Background: an optimization exercise with open tools, aiming at small area, a short achievable clock period and few clock cycles. Do not read the settings as production practice.
Function was checked by simulation only, so behaviour that the tests miss may differ from the original.
Power figures rest on the tool's default switching activity, not on a simulated workload.

==> flow/design.v (excerpt) <==
module vcu_core (
    input  wire        clk,
    input  wire        rst,
    input  wire        cmd_valid,
    output wire        cmd_ready,
    input  wire [31:0] cmd_data,
    output wire        rsp_valid,
    input  wire        rsp_ready,
    output wire [31:0] rsp_data,
    output reg         evt_valid,
    output reg  [31:0] evt_data
);
Size in the first run: about 2100 flip-flops, ~95000 sq um of cells after synthesis.
export LEC_CHECK = 0
export CAP_MARGIN = 20
export CORE_MARGIN = 2
export CORE_UTILIZATION = 65
export CTS_CLUSTER_DIAMETER = 80
export CTS_CLUSTER_SIZE = 20
export SLEW_MARGIN = 20
create_clock -name core_clock -period 25.0 [get_ports {clk}]
standard.sh (not shown) runs the stock make flow with config.mk's settings and CLKGATE_MAP_FILE= SYNTH_SCRIPT=/design/flow/synth_recipe.tcl, a recipe that flattens the netlist after the stock synthesis.
==> flow/flow/run.sh <==
#!/bin/bash
# Standard ORFS layout (the standard.sh, unchanged synthesis and SDC),
# with the timing repair after CTS and global routing asked to leave
# 18.8 ns of setup slack on the 25 ns clock, so it works the paths down
# toward a 6.2 ns period.
set -euo pipefail
bash standard.sh SETUP_SLACK_MARGIN=18.8 finish > standard_flow.log 2>&1
Testbench counts at the start, summed over its fixed seeds: cycles 114,514.
Next try:
--- a/flow/design.v
+++ b/flow/design.v
@@ -49,26 +49,25 @@
     reg [15:0] drops, txfails;
     reg        hold_valid, hold_ever;
     reg [6:0]  isv_dig;
     reg [13:0] isv_speed;
     reg [23:0] ph;                       
     reg [8:0]  pmod;                     
     reg        last_s;                   
     reg [31:0] now_ms, start;
     reg [1:0]  sstate;
     reg        row_idx;
     reg [2:0]  col_idx, scan_col;
     reg [1:0]  irq_en;
-    reg [15:0] toggle_r;                 
-    wire [15:0] toggle = {toggle_r[15:9], 2'b00, toggle_r[6:0]};
+    reg [15:0] toggle;
     wire       blink_on = ~ph[0];
     wire [1:0] blink_st;
     reg [31:0] cw, d0, d1, d2;
     reg        ib_v, ib_done, ib_isrx, ib_istick;
     reg [1:0]  ib_n;
     reg        r0v, s1v;                 
     reg [31:0] r0;
     reg [3:0]  s1;
     reg        res_busy;
     reg [5:0]  rsrc;                     
     reg [2:0]  res_n;                    
     reg [7:0]  rs_f;
@@ -504,26 +503,26 @@
             ev_w = {15'd0, isv_dig[s[2:0]], 12'd0, s};
     end
     wire        do_enq  = exec & ~illegal & (opc == OP_ENQ) & ~fifo_full;
     wire        do_lenq = bl_wr & ~fifo_full;
     wire [95:0] q_wd    = do_lenq ? {frame_id(2'd0, {1'b0, lamp_x[4:3]}), lamp_pl}
                                   : {d0, d2, d1};
     always @(posedge clk) begin
         if (do_enq | do_lenq)
             q[head] <= q_wd;
     end
     assign ev_nx_w = (ev_pm & ~ev_sel) | ev_set_w;
     always @(posedge clk) begin
-        if (~ib_v | exec) cw <= cmd_data;
-        if (ib_v & ~ib_done & ~wblk) begin
+        if (take_cw) cw <= cmd_data;
+        if (take_dw) begin
             case (ib_n)
                 2'd0: d0 <= cmd_data;
                 2'd1: d1 <= cmd_data;
                 default: d2 <= cmd_data;
             endcase
         end
         if (exec) rs_f <= cw[7:0];
         if (r0_free)
             r0 <= s1v ? {28'd0, s1} : exec ? {28'd0, ex_st} : res_w;
         if (exec)
             s1 <= ex_st;
         evt_data <= ev_w;
@@ -540,25 +539,25 @@
             map_en <= 12'd0;
             for (i = 0; i < 12; i = i + 1) map_idx[i] <= 5'd0;
             cdc <= 64'd0;
             head <= 4'd0; tail <= 4'd0; 
             drops <= 16'd0; txfails <= 16'd0;
             hold_valid <= 1'b0; hold_ever <= 1'b0;
             isv_dig <= 7'd0; isv_speed <= 14'd0;
             ph <= 24'd0; pmod <= 9'd0;
             last_s <= 1'b1;
             for (i = 0; i < 4; i = i + 1) lamp_sh[i] <= 2'd0;
             now_ms <= 32'd0; start <= 32'd0;
             sstate <= 2'd0; row_idx <= 1'b0; col_idx <= 3'd0; scan_col <= 3'd0;
-            irq_en <= 2'b11; toggle_r <= 16'd0;
+            irq_en <= 2'b11; toggle <= 16'd0;
         end else begin
             if (take_cw) begin
                 ib_v    <= 1'b1;
                 ib_n    <= 2'd0;
                 ib_done <= (num_dw(cmd_data[31:24]) == 2'd0);
                 ib_isrx <= (cmd_data[31:24] == OP_RX);
                 ib_istick <= (cmd_data[31:24] == OP_TICK);
             end else if (take_dw) begin
                 ib_n    <= ib_n + 2'd1;
                 ib_done <= (ib_n + 2'd1 == num_dw(opc));
             end else if (exec) begin
                 ib_v    <= 1'b0;
@@ -655,25 +654,25 @@
                                 row_idx <= f_row[0];
                                 start   <= now_ms;
                                 irq_en[f_row[0]] <= 1'b0;
                                 sstate  <= 2'd1;
                             end
                         end
                         OP_TASK: begin
                             if (ctrl_run) begin
                                 if (sstate == 2'd1) begin
                                     if (elapsed >= 32'd20) begin
                                         if (scan_found) begin
                                             col_idx <= scan_c;
-                                            toggle_r[scan_cell] <= ~toggle[scan_cell];
+                                            toggle[scan_cell] <= ~toggle[scan_cell];
                                             sstate  <= 2'd2;
                                         end else begin
                                             irq_en[row_idx] <= 1'b1;
                                             sstate <= 2'd0;
                                         end
                                     end
                                 end else if (sstate == 2'd2) begin
                                     if (!still_pressed) begin
                                         irq_en[row_idx] <= 1'b1;
                                         sstate <= 2'd0;
                                     end
                                 end
Sequential cell count is higher by 2.
Total power is lower by 1.6%.
Clock skew is lower by 0.0054 ns.
Final area barely changes.
Cell count hardly moves.
Wire length is lower by 0.51%.
Clock-buffer cell count is lower by 1.
Setup slack is better by 0.024 ns.
Sequential share of layout area stays flat.
Clock power barely changes.
Register-to-register slack is worse by 0.09 ns.
First-iteration DRC count is higher by 4.0%.
Via count is about the same.
Testbench counts after the change, summed over its fixed seeds: cycles 114,514.

afterwards: timing with drivers on the ports:
Ports are ideal in the flow. The routed layouts listed here were re-timed in OpenROAD. Step 1: set_driving_cell puts a clkbuf_16 on clk and a buf_2 on each other input, an assumption about the parent block. Step 2, shift: input delay + t, output delay - t, t = (earliest + latest rising clock arrival at the registers) / 2. This alone moves slack from input paths to output paths. Three values: ideal, step 1, step 2; two values: the first two.
| run | t, ns | slack for setup (ns) | worst setup path at the end | latest minus earliest clock arrival (ns) |
|---|---|---|---|---|
| the first run | 0.903 | 18.598 / 18.509 / 17.861 | input to register | 0.059 / 0.059 |
| the second run | 0.903 | 18.622 / 18.525 / 17.928 | input to register | 0.048 / 0.049 |
After both steps setup and hold are still met in every run listed. The setup slack of the first run, which loses most, moves by -0.089 ns with the drivers and by -0.737 ns with both steps.
